Background: an optimization exercise with open tools, aiming at small area, a short achievable clock period and few clock cycles per item. Do not read the settings as production practice. Function was checked by simulation only, so behaviour that the tests miss may differ from the original.

## flow/config.mk

```make
export PLATFORM = sky130hd
export DESIGN_NAME = aes_cbc_engine
export DESIGN_NICKNAME = aes_cbc_engine
export VERILOG_FILES = /design/flow/design.v
export SDC_FILE = /design/flow/constraint.sdc
export NUM_CORES = 8
export LEC_CHECK = 0
export CAP_MARGIN = 20
export CORE_MARGIN = 2
export CORE_UTILIZATION = 30
export PLACE_DENSITY = 0.45
export SLEW_MARGIN = 20
```

## flow/constraint.sdc

```tcl
create_clock -name core_clock -period 10.0 [get_ports {clk}]
set_input_delay 2.0000 -clock core_clock [delete_from_list [all_inputs] [get_ports {clk}]]
set_output_delay 2.0000 -clock core_clock [all_outputs]
set_load 0.01 [all_outputs]
```

## flow/design.v

```verilog
module aes_sbox (
    input  wire [7:0] a,
    output reg  [7:0] y
);
    always @(*) begin
        case (a)
            8'h00: y = 8'h63;
            8'h01: y = 8'h7c;
            8'h02: y = 8'h77;
            8'h03: y = 8'h7b;
            8'h04: y = 8'hf2;
            8'h05: y = 8'h6b;
            8'h06: y = 8'h6f;
            8'h07: y = 8'hc5;
            8'h08: y = 8'h30;
            8'h09: y = 8'h01;
            8'h0a: y = 8'h67;
            8'h0b: y = 8'h2b;
            8'h0c: y = 8'hfe;
            8'h0d: y = 8'hd7;
            8'h0e: y = 8'hab;
            8'h0f: y = 8'h76;
            8'h10: y = 8'hca;
            8'h11: y = 8'h82;
            8'h12: y = 8'hc9;
            8'h13: y = 8'h7d;
            8'h14: y = 8'hfa;
            8'h15: y = 8'h59;
            8'h16: y = 8'h47;
            8'h17: y = 8'hf0;
            8'h18: y = 8'had;
            8'h19: y = 8'hd4;
            8'h1a: y = 8'ha2;
            8'h1b: y = 8'haf;
            8'h1c: y = 8'h9c;
            8'h1d: y = 8'ha4;
            8'h1e: y = 8'h72;
            8'h1f: y = 8'hc0;
            8'h20: y = 8'hb7;
            8'h21: y = 8'hfd;
            8'h22: y = 8'h93;
            8'h23: y = 8'h26;
            8'h24: y = 8'h36;
            8'h25: y = 8'h3f;
            8'h26: y = 8'hf7;
            8'h27: y = 8'hcc;
            8'h28: y = 8'h34;
            8'h29: y = 8'ha5;
            8'h2a: y = 8'he5;
            8'h2b: y = 8'hf1;
            8'h2c: y = 8'h71;
            8'h2d: y = 8'hd8;
            8'h2e: y = 8'h31;
            8'h2f: y = 8'h15;
            8'h30: y = 8'h04;
            8'h31: y = 8'hc7;
            8'h32: y = 8'h23;
            8'h33: y = 8'hc3;
            8'h34: y = 8'h18;
            8'h35: y = 8'h96;
            8'h36: y = 8'h05;
            8'h37: y = 8'h9a;
            8'h38: y = 8'h07;
            8'h39: y = 8'h12;
            8'h3a: y = 8'h80;
            8'h3b: y = 8'he2;
            8'h3c: y = 8'heb;
            8'h3d: y = 8'h27;
            8'h3e: y = 8'hb2;
            8'h3f: y = 8'h75;
            8'h40: y = 8'h09;
            8'h41: y = 8'h83;
            8'h42: y = 8'h2c;
            8'h43: y = 8'h1a;
            8'h44: y = 8'h1b;
            8'h45: y = 8'h6e;
            8'h46: y = 8'h5a;
            8'h47: y = 8'ha0;
            8'h48: y = 8'h52;
            8'h49: y = 8'h3b;
            8'h4a: y = 8'hd6;
            8'h4b: y = 8'hb3;
            8'h4c: y = 8'h29;
            8'h4d: y = 8'he3;
            8'h4e: y = 8'h2f;
            8'h4f: y = 8'h84;
            8'h50: y = 8'h53;
            8'h51: y = 8'hd1;
            8'h52: y = 8'h00;
            8'h53: y = 8'hed;
            8'h54: y = 8'h20;
            8'h55: y = 8'hfc;
            8'h56: y = 8'hb1;
            8'h57: y = 8'h5b;
            8'h58: y = 8'h6a;
            8'h59: y = 8'hcb;
            8'h5a: y = 8'hbe;
            8'h5b: y = 8'h39;
            8'h5c: y = 8'h4a;
            8'h5d: y = 8'h4c;
            8'h5e: y = 8'h58;
            8'h5f: y = 8'hcf;
            8'h60: y = 8'hd0;
            8'h61: y = 8'hef;
            8'h62: y = 8'haa;
            8'h63: y = 8'hfb;
            8'h64: y = 8'h43;
            8'h65: y = 8'h4d;
            8'h66: y = 8'h33;
            8'h67: y = 8'h85;
            8'h68: y = 8'h45;
            8'h69: y = 8'hf9;
            8'h6a: y = 8'h02;
            8'h6b: y = 8'h7f;
            8'h6c: y = 8'h50;
            8'h6d: y = 8'h3c;
            8'h6e: y = 8'h9f;
            8'h6f: y = 8'ha8;
            8'h70: y = 8'h51;
            8'h71: y = 8'ha3;
            8'h72: y = 8'h40;
            8'h73: y = 8'h8f;
            8'h74: y = 8'h92;
            8'h75: y = 8'h9d;
            8'h76: y = 8'h38;
            8'h77: y = 8'hf5;
            8'h78: y = 8'hbc;
            8'h79: y = 8'hb6;
            8'h7a: y = 8'hda;
            8'h7b: y = 8'h21;
            8'h7c: y = 8'h10;
            8'h7d: y = 8'hff;
            8'h7e: y = 8'hf3;
            8'h7f: y = 8'hd2;
            8'h80: y = 8'hcd;
            8'h81: y = 8'h0c;
            8'h82: y = 8'h13;
            8'h83: y = 8'hec;
            8'h84: y = 8'h5f;
            8'h85: y = 8'h97;
            8'h86: y = 8'h44;
            8'h87: y = 8'h17;
            8'h88: y = 8'hc4;
            8'h89: y = 8'ha7;
            8'h8a: y = 8'h7e;
            8'h8b: y = 8'h3d;
            8'h8c: y = 8'h64;
            8'h8d: y = 8'h5d;
            8'h8e: y = 8'h19;
            8'h8f: y = 8'h73;
            8'h90: y = 8'h60;
            8'h91: y = 8'h81;
            8'h92: y = 8'h4f;
            8'h93: y = 8'hdc;
            8'h94: y = 8'h22;
            8'h95: y = 8'h2a;
            8'h96: y = 8'h90;
            8'h97: y = 8'h88;
            8'h98: y = 8'h46;
            8'h99: y = 8'hee;
            8'h9a: y = 8'hb8;
            8'h9b: y = 8'h14;
            8'h9c: y = 8'hde;
            8'h9d: y = 8'h5e;
            8'h9e: y = 8'h0b;
            8'h9f: y = 8'hdb;
            8'ha0: y = 8'he0;
            8'ha1: y = 8'h32;
            8'ha2: y = 8'h3a;
            8'ha3: y = 8'h0a;
            8'ha4: y = 8'h49;
            8'ha5: y = 8'h06;
            8'ha6: y = 8'h24;
            8'ha7: y = 8'h5c;
            8'ha8: y = 8'hc2;
            8'ha9: y = 8'hd3;
            8'haa: y = 8'hac;
            8'hab: y = 8'h62;
            8'hac: y = 8'h91;
            8'had: y = 8'h95;
            8'hae: y = 8'he4;
            8'haf: y = 8'h79;
            8'hb0: y = 8'he7;
            8'hb1: y = 8'hc8;
            8'hb2: y = 8'h37;
            8'hb3: y = 8'h6d;
            8'hb4: y = 8'h8d;
            8'hb5: y = 8'hd5;
            8'hb6: y = 8'h4e;
            8'hb7: y = 8'ha9;
            8'hb8: y = 8'h6c;
            8'hb9: y = 8'h56;
            8'hba: y = 8'hf4;
            8'hbb: y = 8'hea;
            8'hbc: y = 8'h65;
            8'hbd: y = 8'h7a;
            8'hbe: y = 8'hae;
            8'hbf: y = 8'h08;
            8'hc0: y = 8'hba;
            8'hc1: y = 8'h78;
            8'hc2: y = 8'h25;
            8'hc3: y = 8'h2e;
            8'hc4: y = 8'h1c;
            8'hc5: y = 8'ha6;
            8'hc6: y = 8'hb4;
            8'hc7: y = 8'hc6;
            8'hc8: y = 8'he8;
            8'hc9: y = 8'hdd;
            8'hca: y = 8'h74;
            8'hcb: y = 8'h1f;
            8'hcc: y = 8'h4b;
            8'hcd: y = 8'hbd;
            8'hce: y = 8'h8b;
            8'hcf: y = 8'h8a;
            8'hd0: y = 8'h70;
            8'hd1: y = 8'h3e;
            8'hd2: y = 8'hb5;
            8'hd3: y = 8'h66;
            8'hd4: y = 8'h48;
            8'hd5: y = 8'h03;
            8'hd6: y = 8'hf6;
            8'hd7: y = 8'h0e;
            8'hd8: y = 8'h61;
            8'hd9: y = 8'h35;
            8'hda: y = 8'h57;
            8'hdb: y = 8'hb9;
            8'hdc: y = 8'h86;
            8'hdd: y = 8'hc1;
            8'hde: y = 8'h1d;
            8'hdf: y = 8'h9e;
            8'he0: y = 8'he1;
            8'he1: y = 8'hf8;
            8'he2: y = 8'h98;
            8'he3: y = 8'h11;
            8'he4: y = 8'h69;
            8'he5: y = 8'hd9;
            8'he6: y = 8'h8e;
            8'he7: y = 8'h94;
            8'he8: y = 8'h9b;
            8'he9: y = 8'h1e;
            8'hea: y = 8'h87;
            8'heb: y = 8'he9;
            8'hec: y = 8'hce;
            8'hed: y = 8'h55;
            8'hee: y = 8'h28;
            8'hef: y = 8'hdf;
            8'hf0: y = 8'h8c;
            8'hf1: y = 8'ha1;
            8'hf2: y = 8'h89;
            8'hf3: y = 8'h0d;
            8'hf4: y = 8'hbf;
            8'hf5: y = 8'he6;
            8'hf6: y = 8'h42;
            8'hf7: y = 8'h68;
            8'hf8: y = 8'h41;
            8'hf9: y = 8'h99;
            8'hfa: y = 8'h2d;
            8'hfb: y = 8'h0f;
            8'hfc: y = 8'hb0;
            8'hfd: y = 8'h54;
            8'hfe: y = 8'hbb;
            8'hff: y = 8'h16;
            default: y = 8'h00;
        endcase
    end
endmodule
module aes_inv_sbox (
    input  wire [7:0] a,
    output reg  [7:0] y
);
    always @(*) begin
        case (a)
            8'h00: y = 8'h52;
            8'h01: y = 8'h09;
            8'h02: y = 8'h6a;
            8'h03: y = 8'hd5;
            8'h04: y = 8'h30;
            8'h05: y = 8'h36;
            8'h06: y = 8'ha5;
            8'h07: y = 8'h38;
            8'h08: y = 8'hbf;
            8'h09: y = 8'h40;
            8'h0a: y = 8'ha3;
            8'h0b: y = 8'h9e;
            8'h0c: y = 8'h81;
            8'h0d: y = 8'hf3;
            8'h0e: y = 8'hd7;
            8'h0f: y = 8'hfb;
            8'h10: y = 8'h7c;
            8'h11: y = 8'he3;
            8'h12: y = 8'h39;
            8'h13: y = 8'h82;
            8'h14: y = 8'h9b;
            8'h15: y = 8'h2f;
            8'h16: y = 8'hff;
            8'h17: y = 8'h87;
            8'h18: y = 8'h34;
            8'h19: y = 8'h8e;
            8'h1a: y = 8'h43;
            8'h1b: y = 8'h44;
            8'h1c: y = 8'hc4;
            8'h1d: y = 8'hde;
            8'h1e: y = 8'he9;
            8'h1f: y = 8'hcb;
            8'h20: y = 8'h54;
            8'h21: y = 8'h7b;
            8'h22: y = 8'h94;
            8'h23: y = 8'h32;
            8'h24: y = 8'ha6;
            8'h25: y = 8'hc2;
            8'h26: y = 8'h23;
            8'h27: y = 8'h3d;
            8'h28: y = 8'hee;
            8'h29: y = 8'h4c;
            8'h2a: y = 8'h95;
            8'h2b: y = 8'h0b;
            8'h2c: y = 8'h42;
            8'h2d: y = 8'hfa;
            8'h2e: y = 8'hc3;
            8'h2f: y = 8'h4e;
            8'h30: y = 8'h08;
            8'h31: y = 8'h2e;
            8'h32: y = 8'ha1;
            8'h33: y = 8'h66;
            8'h34: y = 8'h28;
            8'h35: y = 8'hd9;
            8'h36: y = 8'h24;
            8'h37: y = 8'hb2;
            8'h38: y = 8'h76;
            8'h39: y = 8'h5b;
            8'h3a: y = 8'ha2;
            8'h3b: y = 8'h49;
            8'h3c: y = 8'h6d;
            8'h3d: y = 8'h8b;
            8'h3e: y = 8'hd1;
            8'h3f: y = 8'h25;
            8'h40: y = 8'h72;
            8'h41: y = 8'hf8;
            8'h42: y = 8'hf6;
            8'h43: y = 8'h64;
            8'h44: y = 8'h86;
            8'h45: y = 8'h68;
            8'h46: y = 8'h98;
            8'h47: y = 8'h16;
            8'h48: y = 8'hd4;
            8'h49: y = 8'ha4;
            8'h4a: y = 8'h5c;
            8'h4b: y = 8'hcc;
            8'h4c: y = 8'h5d;
            8'h4d: y = 8'h65;
            8'h4e: y = 8'hb6;
            8'h4f: y = 8'h92;
            8'h50: y = 8'h6c;
            8'h51: y = 8'h70;
            8'h52: y = 8'h48;
            8'h53: y = 8'h50;
            8'h54: y = 8'hfd;
            8'h55: y = 8'hed;
            8'h56: y = 8'hb9;
            8'h57: y = 8'hda;
            8'h58: y = 8'h5e;
            8'h59: y = 8'h15;
            8'h5a: y = 8'h46;
            8'h5b: y = 8'h57;
            8'h5c: y = 8'ha7;
            8'h5d: y = 8'h8d;
            8'h5e: y = 8'h9d;
            8'h5f: y = 8'h84;
            8'h60: y = 8'h90;
            8'h61: y = 8'hd8;
            8'h62: y = 8'hab;
            8'h63: y = 8'h00;
            8'h64: y = 8'h8c;
            8'h65: y = 8'hbc;
            8'h66: y = 8'hd3;
            8'h67: y = 8'h0a;
            8'h68: y = 8'hf7;
            8'h69: y = 8'he4;
            8'h6a: y = 8'h58;
            8'h6b: y = 8'h05;
            8'h6c: y = 8'hb8;
            8'h6d: y = 8'hb3;
            8'h6e: y = 8'h45;
            8'h6f: y = 8'h06;
            8'h70: y = 8'hd0;
            8'h71: y = 8'h2c;
            8'h72: y = 8'h1e;
            8'h73: y = 8'h8f;
            8'h74: y = 8'hca;
            8'h75: y = 8'h3f;
            8'h76: y = 8'h0f;
            8'h77: y = 8'h02;
            8'h78: y = 8'hc1;
            8'h79: y = 8'haf;
            8'h7a: y = 8'hbd;
            8'h7b: y = 8'h03;
            8'h7c: y = 8'h01;
            8'h7d: y = 8'h13;
            8'h7e: y = 8'h8a;
            8'h7f: y = 8'h6b;
            8'h80: y = 8'h3a;
            8'h81: y = 8'h91;
            8'h82: y = 8'h11;
            8'h83: y = 8'h41;
            8'h84: y = 8'h4f;
            8'h85: y = 8'h67;
            8'h86: y = 8'hdc;
            8'h87: y = 8'hea;
            8'h88: y = 8'h97;
            8'h89: y = 8'hf2;
            8'h8a: y = 8'hcf;
            8'h8b: y = 8'hce;
            8'h8c: y = 8'hf0;
            8'h8d: y = 8'hb4;
            8'h8e: y = 8'he6;
            8'h8f: y = 8'h73;
            8'h90: y = 8'h96;
            8'h91: y = 8'hac;
            8'h92: y = 8'h74;
            8'h93: y = 8'h22;
            8'h94: y = 8'he7;
            8'h95: y = 8'had;
            8'h96: y = 8'h35;
            8'h97: y = 8'h85;
            8'h98: y = 8'he2;
            8'h99: y = 8'hf9;
            8'h9a: y = 8'h37;
            8'h9b: y = 8'he8;
            8'h9c: y = 8'h1c;
            8'h9d: y = 8'h75;
            8'h9e: y = 8'hdf;
            8'h9f: y = 8'h6e;
            8'ha0: y = 8'h47;
            8'ha1: y = 8'hf1;
            8'ha2: y = 8'h1a;
            8'ha3: y = 8'h71;
            8'ha4: y = 8'h1d;
            8'ha5: y = 8'h29;
            8'ha6: y = 8'hc5;
            8'ha7: y = 8'h89;
            8'ha8: y = 8'h6f;
            8'ha9: y = 8'hb7;
            8'haa: y = 8'h62;
            8'hab: y = 8'h0e;
            8'hac: y = 8'haa;
            8'had: y = 8'h18;
            8'hae: y = 8'hbe;
            8'haf: y = 8'h1b;
            8'hb0: y = 8'hfc;
            8'hb1: y = 8'h56;
            8'hb2: y = 8'h3e;
            8'hb3: y = 8'h4b;
            8'hb4: y = 8'hc6;
            8'hb5: y = 8'hd2;
            8'hb6: y = 8'h79;
            8'hb7: y = 8'h20;
            8'hb8: y = 8'h9a;
            8'hb9: y = 8'hdb;
            8'hba: y = 8'hc0;
            8'hbb: y = 8'hfe;
            8'hbc: y = 8'h78;
            8'hbd: y = 8'hcd;
            8'hbe: y = 8'h5a;
            8'hbf: y = 8'hf4;
            8'hc0: y = 8'h1f;
            8'hc1: y = 8'hdd;
            8'hc2: y = 8'ha8;
            8'hc3: y = 8'h33;
            8'hc4: y = 8'h88;
            8'hc5: y = 8'h07;
            8'hc6: y = 8'hc7;
            8'hc7: y = 8'h31;
            8'hc8: y = 8'hb1;
            8'hc9: y = 8'h12;
            8'hca: y = 8'h10;
            8'hcb: y = 8'h59;
            8'hcc: y = 8'h27;
            8'hcd: y = 8'h80;
            8'hce: y = 8'hec;
            8'hcf: y = 8'h5f;
            8'hd0: y = 8'h60;
            8'hd1: y = 8'h51;
            8'hd2: y = 8'h7f;
            8'hd3: y = 8'ha9;
            8'hd4: y = 8'h19;
            8'hd5: y = 8'hb5;
            8'hd6: y = 8'h4a;
            8'hd7: y = 8'h0d;
            8'hd8: y = 8'h2d;
            8'hd9: y = 8'he5;
            8'hda: y = 8'h7a;
            8'hdb: y = 8'h9f;
            8'hdc: y = 8'h93;
            8'hdd: y = 8'hc9;
            8'hde: y = 8'h9c;
            8'hdf: y = 8'hef;
            8'he0: y = 8'ha0;
            8'he1: y = 8'he0;
            8'he2: y = 8'h3b;
            8'he3: y = 8'h4d;
            8'he4: y = 8'hae;
            8'he5: y = 8'h2a;
            8'he6: y = 8'hf5;
            8'he7: y = 8'hb0;
            8'he8: y = 8'hc8;
            8'he9: y = 8'heb;
            8'hea: y = 8'hbb;
            8'heb: y = 8'h3c;
            8'hec: y = 8'h83;
            8'hed: y = 8'h53;
            8'hee: y = 8'h99;
            8'hef: y = 8'h61;
            8'hf0: y = 8'h17;
            8'hf1: y = 8'h2b;
            8'hf2: y = 8'h04;
            8'hf3: y = 8'h7e;
            8'hf4: y = 8'hba;
            8'hf5: y = 8'h77;
            8'hf6: y = 8'hd6;
            8'hf7: y = 8'h26;
            8'hf8: y = 8'he1;
            8'hf9: y = 8'h69;
            8'hfa: y = 8'h14;
            8'hfb: y = 8'h63;
            8'hfc: y = 8'h55;
            8'hfd: y = 8'h21;
            8'hfe: y = 8'h0c;
            8'hff: y = 8'h7d;
            default: y = 8'h00;
        endcase
    end
endmodule
module aes_mixcol (
    input  wire [31:0] a,
    output wire [31:0] y
);
    wire [7:0] a0 = a[31:24], a1 = a[23:16], a2 = a[15:8], a3 = a[7:0];
    wire [7:0] x0 = {a0[6:0], 1'b0} ^ (a0[7] ? 8'h1b : 8'h00);
    wire [7:0] x1 = {a1[6:0], 1'b0} ^ (a1[7] ? 8'h1b : 8'h00);
    wire [7:0] x2 = {a2[6:0], 1'b0} ^ (a2[7] ? 8'h1b : 8'h00);
    wire [7:0] x3 = {a3[6:0], 1'b0} ^ (a3[7] ? 8'h1b : 8'h00);
    assign y[31:24] = x0 ^ (x1 ^ a1) ^ a2 ^ a3;
    assign y[23:16] = a0 ^ x1 ^ (x2 ^ a2) ^ a3;
    assign y[15:8]  = a0 ^ a1 ^ x2 ^ (x3 ^ a3);
    assign y[7:0]   = (x0 ^ a0) ^ a1 ^ a2 ^ x3;
endmodule
module aes_gmul_inv (
    input  wire [7:0] a,
    output wire [7:0] m9,
    output wire [7:0] m11,
    output wire [7:0] m13,
    output wire [7:0] m14
);
    wire [7:0] a2 = {a[6:0], 1'b0} ^ (a[7] ? 8'h1b : 8'h00);
    wire [7:0] a4 = {a2[6:0], 1'b0} ^ (a2[7] ? 8'h1b : 8'h00);
    wire [7:0] a8 = {a4[6:0], 1'b0} ^ (a4[7] ? 8'h1b : 8'h00);
    assign m9  = a8 ^ a;
    assign m11 = a8 ^ a2 ^ a;
    assign m13 = a8 ^ a4 ^ a;
    assign m14 = a8 ^ a4 ^ a2;
endmodule
module aes_inv_mixcol (
    input  wire [31:0] a,
    output wire [31:0] y
);
    wire [7:0] m9_0, m11_0, m13_0, m14_0;
    wire [7:0] m9_1, m11_1, m13_1, m14_1;
    wire [7:0] m9_2, m11_2, m13_2, m14_2;
    wire [7:0] m9_3, m11_3, m13_3, m14_3;
    aes_gmul_inv g0 (.a(a[31:24]), .m9(m9_0), .m11(m11_0), .m13(m13_0), .m14(m14_0));
    aes_gmul_inv g1 (.a(a[23:16]), .m9(m9_1), .m11(m11_1), .m13(m13_1), .m14(m14_1));
    aes_gmul_inv g2 (.a(a[15:8]),  .m9(m9_2), .m11(m11_2), .m13(m13_2), .m14(m14_2));
    aes_gmul_inv g3 (.a(a[7:0]),   .m9(m9_3), .m11(m11_3), .m13(m13_3), .m14(m14_3));
    assign y[31:24] = m14_0 ^ m11_1 ^ m13_2 ^ m9_3;
    assign y[23:16] = m9_0 ^ m14_1 ^ m11_2 ^ m13_3;
    assign y[15:8]  = m13_0 ^ m9_1 ^ m14_2 ^ m11_3;
    assign y[7:0]   = m11_0 ^ m13_1 ^ m9_2 ^ m14_3;
endmodule
module aes_enc_round (
    input  wire [127:0] s,
    output wire [127:0] sr,     
    output wire [127:0] mc      
);
    wire [127:0] sb;
    genvar i;
    generate
        for (i = 0; i < 16; i = i + 1) begin : g_sub
            aes_sbox u_sbox (.a(s[127-8*i -: 8]), .y(sb[127-8*i -: 8]));
        end
        for (i = 0; i < 16; i = i + 1) begin : g_shift
            assign sr[127-8*i -: 8] = sb[127-8*((i % 4) + 4*(((i / 4) + (i % 4)) % 4)) -: 8];
        end
        for (i = 0; i < 4; i = i + 1) begin : g_mix
            aes_mixcol u_mix (.a(sr[127-32*i -: 32]), .y(mc[127-32*i -: 32]));
        end
    endgenerate
endmodule
module aes_dec_round (
    input  wire [127:0] s,
    input  wire [127:0] rk,
    output wire [127:0] ark,    
    output wire [127:0] imc     
);
    wire [127:0] isr;
    wire [127:0] isb;
    genvar i;
    generate
        for (i = 0; i < 16; i = i + 1) begin : g_shift
            assign isr[127-8*i -: 8] = s[127-8*((i % 4) + 4*(((i / 4) + 4 - (i % 4)) % 4)) -: 8];
        end
        for (i = 0; i < 16; i = i + 1) begin : g_sub
            aes_inv_sbox u_isbox (.a(isr[127-8*i -: 8]), .y(isb[127-8*i -: 8]));
        end
    endgenerate
    assign ark = isb ^ rk;
    generate
        for (i = 0; i < 4; i = i + 1) begin : g_mix
            aes_inv_mixcol u_imix (.a(ark[127-32*i -: 32]), .y(imc[127-32*i -: 32]));
        end
    endgenerate
endmodule
module aes_key_step (
    input  wire [127:0] rk_m2,
    input  wire [127:0] rk_m1,
    input  wire         odd,
    input  wire [7:0]   rcon,
    output wire [127:0] rk
);
    wire [31:0] last = rk_m1[31:0];
    wire [31:0] sw_in = odd ? last : {last[23:0], last[31:24]};
    wire [31:0] sw;
    aes_sbox s0 (.a(sw_in[31:24]), .y(sw[31:24]));
    aes_sbox s1 (.a(sw_in[23:16]), .y(sw[23:16]));
    aes_sbox s2 (.a(sw_in[15:8]),  .y(sw[15:8]));
    aes_sbox s3 (.a(sw_in[7:0]),   .y(sw[7:0]));
    wire [31:0] temp = sw ^ (odd ? 32'h0 : {rcon, 24'h0});
    wire [31:0] w0 = rk_m2[127:96] ^ temp;
    wire [31:0] w1 = rk_m2[95:64]  ^ w0;
    wire [31:0] w2 = rk_m2[63:32]  ^ w1;
    wire [31:0] w3 = rk_m2[31:0]   ^ w2;
    assign rk = {w0, w1, w2, w3};
endmodule
module aes_cbc_engine (
    input  wire         clk,
    input  wire         rst,              
    input  wire         in_valid,
    output wire         in_ready,
    input  wire [2:0]   in_op,            
    input  wire         in_dir,           
    input  wire         in_ecb,           
    input  wire         in_seq_present,   
    input  wire [47:0]  in_seq,           
    input  wire [255:0] in_key,           
    input  wire [127:0] in_data,          
    output reg          out_valid,
    input  wire         out_ready,
    output reg  [127:0] out_data,
    output reg          out_nokey         
);
    localparam [2:0] OP_NOP     = 3'd0;
    localparam [2:0] OP_SETKEY  = 3'd1;
    localparam [2:0] OP_SETIV   = 3'd2;
    localparam [2:0] OP_ENC     = 3'd3;
    localparam [2:0] OP_DEC     = 3'd4;
    localparam [2:0] OP_ZEROIZE = 3'd5;
    localparam [1:0] S_IDLE = 2'd0;
    localparam [1:0] S_KEXP = 2'd1;
    localparam [1:0] S_ENC  = 2'd2;
    localparam [1:0] S_DEC  = 2'd3;
    reg  [1:0]   state;
    reg  [3:0]   round;           
    reg          key_valid;
    reg  [127:0] rkey [0:14];     
    reg  [127:0] enc_chain;
    reg  [127:0] dec_chain;
    reg  [127:0] st;              
    reg  [127:0] cin;             
    reg          ecb;
    reg  [7:0]   rcon;
    integer k;
    assign in_ready = (state == S_IDLE) && !out_valid;
    wire accept = in_valid && in_ready;
    wire [127:0] iv = in_seq_present ? {in_seq, in_seq, in_seq[47:16]} : 128'h0;
    wire [127:0] rk_cur = rkey[round];
    wire [127:0] enc_sr, enc_mc;
    aes_enc_round u_enc (.s(st), .sr(enc_sr), .mc(enc_mc));
    wire [127:0] dec_ark, dec_imc;
    aes_dec_round u_dec (.s(st), .rk(rk_cur), .ark(dec_ark), .imc(dec_imc));
    wire [127:0] rk_next;
    aes_key_step u_kstep (
        .rk_m2(rkey[round - 4'd2]),
        .rk_m1(rkey[round - 4'd1]),
        .odd  (round[0]),
        .rcon (rcon),
        .rk   (rk_next)
    );
    always @(posedge clk) begin
        if (rst) begin
            state     <= S_IDLE;
            round     <= 4'd0;
            key_valid <= 1'b0;
            enc_chain <= 128'h0;
            dec_chain <= 128'h0;
            out_valid <= 1'b0;
            out_data  <= 128'h0;
            out_nokey <= 1'b0;
        end else begin
            if (out_valid && out_ready)
                out_valid <= 1'b0;
            case (state)
            S_IDLE: begin
                if (accept) begin
                    case (in_op)
                    OP_SETKEY: begin
                        rkey[0]   <= in_key[255:128];
                        rkey[1]   <= in_key[127:0];
                        key_valid <= 1'b0;
                        round     <= 4'd2;
                        rcon      <= 8'h01;
                        state     <= S_KEXP;
                    end
                    OP_SETIV: begin
                        if (in_dir) dec_chain <= iv;
                        else        enc_chain <= iv;
                    end
                    OP_ENC: begin
                        if (!key_valid) begin
                            out_valid <= 1'b1;
                            out_data  <= 128'h0;
                            out_nokey <= 1'b1;
                        end else begin
                            st    <= in_data ^ (in_ecb ? 128'h0 : enc_chain) ^ rkey[0];
                            ecb   <= in_ecb;
                            round <= 4'd1;
                            state <= S_ENC;
                        end
                    end
                    OP_DEC: begin
                        if (!key_valid) begin
                            out_valid <= 1'b1;
                            out_data  <= 128'h0;
                            out_nokey <= 1'b1;
                        end else begin
                            st    <= in_data ^ rkey[14];
                            cin   <= in_data;
                            ecb   <= in_ecb;
                            round <= 4'd13;
                            state <= S_DEC;
                        end
                    end
                    OP_ZEROIZE: begin
                        for (k = 0; k < 15; k = k + 1)
                            rkey[k] <= 128'h0;
                        key_valid <= 1'b0;
                        enc_chain <= 128'h0;
                        dec_chain <= 128'h0;
                    end
                    default: ;
                    endcase
                end
            end
            S_KEXP: begin
                rkey[round] <= rk_next;
                if (round[0])
                    rcon <= {rcon[6:0], 1'b0};
                if (round == 4'd14) begin
                    key_valid <= 1'b1;
                    state     <= S_IDLE;
                end
                round <= round + 4'd1;
            end
            S_ENC: begin
                if (round == 4'd14) begin
                    out_valid <= 1'b1;
                    out_data  <= enc_sr ^ rk_cur;
                    out_nokey <= 1'b0;
                    if (!ecb)
                        enc_chain <= enc_sr ^ rk_cur;
                    state <= S_IDLE;
                end else begin
                    st    <= enc_mc ^ rk_cur;
                    round <= round + 4'd1;
                end
            end
            S_DEC: begin
                if (round == 4'd0) begin
                    out_valid <= 1'b1;
                    out_data  <= dec_ark ^ (ecb ? 128'h0 : dec_chain);
                    out_nokey <= 1'b0;
                    if (!ecb)
                        dec_chain <= cin;
                    state <= S_IDLE;
                end else begin
                    st    <= dec_imc;
                    round <= round - 4'd1;
                end
            end
            endcase
        end
    end
endmodule
```

## flow/run.sh

```bash
#!/bin/bash
# synth_recipe.tcl (not shown) runs the flow's synth.tcl, then flattens the netlist and writes it again
# the make line also repeats each setting of config.mk as NAME=value (left out here)
make -C /OpenROAD-flow-scripts/flow DESIGN_CONFIG=/design/flow/config.mk WORK_HOME=/design/flow/orfs CLKGATE_MAP_FILE= SYNTH_SCRIPT=/design/flow/synth_recipe.tcl finish
```

==> results.txt <==
----------------------------------------------------
[Run status]
  Outcome ... complete, no violations

[Placed design]
  Placed wire-length estimate ... 1630000 um
  RePlAce Congestion ... 1.09
  Port Buffer Count ... 572
  Post-Place Worst Slack ... 0.566 ns

[Clock network]
  Post-CTS resize count ... 0
  Number of sinks on the clock net ... 2966
  Maximum clock path buffer count ... 4
  Clock tree root buffer cell ... sky130_fd_sc_hd__clkbuf_16
  Clock H-tree levels ... 5
  CTS tree ... built
  TritonCTS Buffers ... 378
  Reg clk slew, reported paths ... 0.06 ns
  Post-CTS Setup Inserts ... 0
  Cts-stage hold buffer count ... 0
  Insertion delay of the later-clocked pin in the worst-skew pair ... 1.12 ns

[Global route]
  Antenna violations before repair ... 316
  Global-route wire length before repair ... approximately 2900000 um
  Via count of the first global-routing pass ... 286000
  Total Routing Usage GR ... about 46%
  Congestion Overflow GR ... 0
  Largest net degree at the start of global routing ... about 150

[Logic synthesis]
  Mean post-synth cell area ... 8.60 um2
  Warnings from Yosys ... 3
  Most area-hungry cell type in the Yosys netlist ... sky130_fd_sc_hd__edfxtp_1
  Cell with the most instances after synthesis ... sky130_fd_sc_hd__nor2_1
  Post-synthesis sequential area ratio ... 30.2%
  Proportion of register bits with asynchronous set or reset after synthesis ... 0%
  Synth cell types ... approximately 140
  Gate Count Post-Synth ... about 32000
  Post-synth EDFFs ... 2313
  Post-synth design cell area ... 273000 um2
  Most common library cells after synthesis ... sky130_fd_sc_hd__nor2_1, sky130_fd_sc_hd__nand2_1, sky130_fd_sc_hd__o21ai_0
  Top-area cell type share of the netlist area ... between 20% and 30%
  Net count after synthesis ... 32700
  Top cells by area in the synthesized netlist ... sky130_fd_sc_hd__edfxtp_1, sky130_fd_sc_hd__mux4_2, sky130_fd_sc_hd__nor2_1
  Most common flop cell mapped by yosys ... sky130_fd_sc_hd__edfxtp_1
  Register bit count reported by yosys ... 2966

[Drt]
  Drt first pass iters ... 7
  Detail-routed net length per standard cell ... between 40 and 50 um
  Final Routed Wirelength ... 2210000 um
  First-iteration detailed-routing DRC count ... 59700
  Remaining antenna violation count after routing ... 0
  Residual DRC ... 0
  Vias/cell ... between 7 and 8
  Via count ... 314000

[Worst setup path]
  Standard cell with the maximum stage delay on the critical path ... sky130_fd_sc_hd__nor4_1
  Top delay family on crit path ... XOR/XNOR gates
  Required time reported for the critical path endpoint ... 10.98 ns
  Critical path start-end classification ... register to register
  Kind of start point of the critical path ... register
  Highest net fanout along the worst path ... 25
  Critical path buffers and inverters ... 6
  Cell-by-cell listing of the critical path ... buf_12 -> buf_4 -> mux4_2 -> mux2i_1 -> mux2i_2 -> buf_4 -> xnor2_1 -> xor2_2 -> xnor2_1 -> xnor3_1 -> xor2_1 -> a21o_2 -> nand2b_1 -> a31oi_1 -> o21ai_0 -> buf_4 -> o211ai_1 -> a211oi_1 -> buf_4 -> nor4_1 -> buf_4
  Critical path's largest stage delay ... 0.94 ns
  Arrival time at the worst endpoint ... 10.71 ns
  Crit path top cell by count ... sky130_fd_sc_hd__buf_4
  Category of the worst setup path capture point ... register

[Timing]
  Setup repair after global routing missed its margin ... no
  Relative slew slack ... 7.39%
  Final worst hold slack ... 0.482 ns
  Slew Viols, Final ... 0
  Period utilisation layout ... between 90% and 100%
  Measured slew at the worst slew-check pin ... roughly 1.4 ns
  Setup violators final ... 0
  Final clock skew ... 0.119 ns
  Final setup margin ... approximately 0.27 ns
  Final critical path time including I/O delays and setup ... approximately 9.7 ns
  Summed negative setup slack over all endpoints ... 0 ns
  Max Freq ... 103 MHz
  Number of hold violations in the final report ... 0

[Cells and area]
  Share of cells above drive strength 1 ... 16.4%
  Final Util ... about a third
  Final layout net count ... 32900
  Area overhead of the layout relative to synthesis ... 15.7%

[Floorplan]
  Die Outline Area ... just over 900000 um2
  Height of the die ... 959 um
  Placement Rows ... 350
  Die width ... approximately 960 um
  Initial core utilization ... 30.1%
  Area inside the core boundary ... 908000 um2
  Number of placed I/O pins ... roughly 570

[Min path]
  Hold/Removal Path Class ... register to register

[Job]
  Max Cap Viol ... 0

----------------------------------------------------
## cells in the final DEF, fill, tap and decap left out, types with 299 or more instances in the layout
| cell type | count |
|---|---|
| sky130_fd_sc_hd__o22ai_1 | 317 |
| sky130_fd_sc_hd__nor2_1 | 4008 |
| sky130_fd_sc_hd__a311oi_1 | 626 |
| sky130_fd_sc_hd__o21ai_0 | 2368 |
| sky130_fd_sc_hd__nand3_1 | 1017 |
| sky130_fd_sc_hd__ha_1 | 394 |
| sky130_fd_sc_hd__clkdlybuf4s50_1 | 566 |
| sky130_fd_sc_hd__dfxtp_1 | 642 |
| sky130_fd_sc_hd__a31oi_1 | 596 |
| sky130_fd_sc_hd__a211oi_1 | 630 |
| sky130_fd_sc_hd__edfxtp_1 | 2313 |
| sky130_fd_sc_hd__nor3_1 | 873 |
| sky130_fd_sc_hd__buf_4 | 2464 |
| sky130_fd_sc_hd__a21oi_1 | 2204 |
| sky130_fd_sc_hd__nor2b_1 | 299 |
| sky130_fd_sc_hd__nand2_1 | 3126 |
| sky130_fd_sc_hd__mux2i_1 | 542 |
| sky130_fd_sc_hd__clkbuf_16 | 384 |
| sky130_fd_sc_hd__o311ai_0 | 318 |
| sky130_fd_sc_hd__mux4_2 | 1057 |
| sky130_fd_sc_hd__o211ai_1 | 551 |
| sky130_fd_sc_hd__xnor2_1 | 1204 |
| sky130_fd_sc_hd__xor2_1 | 481 |
## final timing paths
path	start	to	slack (ns)	depth (start not counted)
min	cin[21]	dec_chain[21]	0.48	2
max	register	u_enc.g_sub[9].u_sbox.y[0]	0.27	21
max reg2reg	register	u_enc.g_sub[9].u_sbox.y[0]	0.27	21
min reg2reg	cin[21]	dec_chain[21]	0.48	2
## cell type report
type	instances	area, um2
fillers	95200	592000
clock inverters	176	1900
multi-input cells	25200	177000
repair buffers	3226	27900
diodes	201	503
well taps	12100	15200
flip-flops and latches	2966	82600
clock buffers	508	10300
inverters	301	1160
## worst register-to-register path: stages, from the launching register on
cell and delay [ns]:
sky130_fd_sc_hd__dfxtp_4 0.65, sky130_fd_sc_hd__buf_12 0.31, sky130_fd_sc_hd__buf_4 0.49, sky130_fd_sc_hd__mux4_2 0.58
sky130_fd_sc_hd__mux2i_1 0.22, sky130_fd_sc_hd__mux2i_2 0.10, sky130_fd_sc_hd__buf_4 0.23, sky130_fd_sc_hd__xnor2_1 0.91
sky130_fd_sc_hd__xor2_2 0.29, sky130_fd_sc_hd__xnor2_1 0.58, sky130_fd_sc_hd__xnor3_1 0.51, sky130_fd_sc_hd__xor2_1 0.87
sky130_fd_sc_hd__a21o_2 0.79, sky130_fd_sc_hd__nand2b_1 0.40, sky130_fd_sc_hd__a31oi_1 0.73, sky130_fd_sc_hd__o21ai_0 0.20
sky130_fd_sc_hd__buf_4 0.20, sky130_fd_sc_hd__o211ai_1 0.09, sky130_fd_sc_hd__a211oi_1 0.11, sky130_fd_sc_hd__buf_4 0.18
sky130_fd_sc_hd__nor4_1 0.94, sky130_fd_sc_hd__buf_4 0.25
## flip-flops by register name, summed over array words and instances, names as in the netlist, named ones only
| register | flops |
|---|---|
| u_enc.g_sub.u_sbox.y | 128 |
| rcon | 8 |
| round | 4 |
| key_valid | 1 |
| dec_chain | 128 |
| enc_chain | 128 |
| cin | 128 |
| out_data | 128 |
| out_nokey | 1 |
| u_dec.g_sub.u_isbox.y | 128 |
| st | 128 |
| out_valid | 1 |
| state | 2 |
| ecb | 1 |
| rkey | 2048 |
## metal layers
layer  part of all wire, %  wire length (um)  GRT usage [%]  vias up
met3                    15            323000           19.2     5857
met5                 0.046              1020              0        -
met4                   8.8            194000           31.5      140
met1                    37            826000           57.8   159000
li1                      -                 -              -   121000
met2                    39            865000           62.7    27500
## cell families (layout without fill, tap and decap cells)
| kind of cell | after synthesis | after routing | share of synthesized area [%] |
|---|---|---|---|
| other cells | 0 | 201 | 0 |
| mux | 1854 | 1854 | 11.8 |
| flops | 2966 | 2966 | 30.2 |
| buf+inv | 3642 | 4211 | 6.16 |
| compound gates | 10300 | 10300 | 25.0 |
| fa+ha+maj | 398 | 398 | 1.82 |
| simple gates | 10600 | 10600 | 16.9 |
| xor+xnor | 2077 | 2077 | 8.08 |
## metrics by stage
step                cells  cell area [um2]
floorplan           31800           273000
CTS                 44500           316000
finish              44700           316000
global placement    43800           303000
global route        44600           316000
detailed placement  43800           303000
Testbench counts, summed over its fixed seeds: cycles 46,080, blocks 2,785.

-- static timing again, ports no longer ideal --
No port has a modelled driver above. Below, the same layout with a new extraction and two added sets of constraints.
Step 1 sets driving cells, clkbuf_16 on the clock port and buf_2 on the other inputs (assumed; they add their load-dependent delay and slew).
Step 2 moves the port delays by t, midway between the first and last clock arrival at a register: inputs arrive t later, outputs are due t later. That takes back most of the time a late clock gives input paths.
Slacks: ideal / step 1 / step 2; pairs: ideal / step 1.
shift t [ns]: 1.224
setup WS [ns]: 0.267 / 0.267 / 0.114
hold slack, ns: 0.482 / 0.482 / 0.482
worst setup path after step 2: input to register
worst slew at a driven data input, ns: 0.53
After both steps this run still meets setup and hold. The setup slack of this run moves by 0.000 ns with the drivers and by -0.153 ns with both steps.
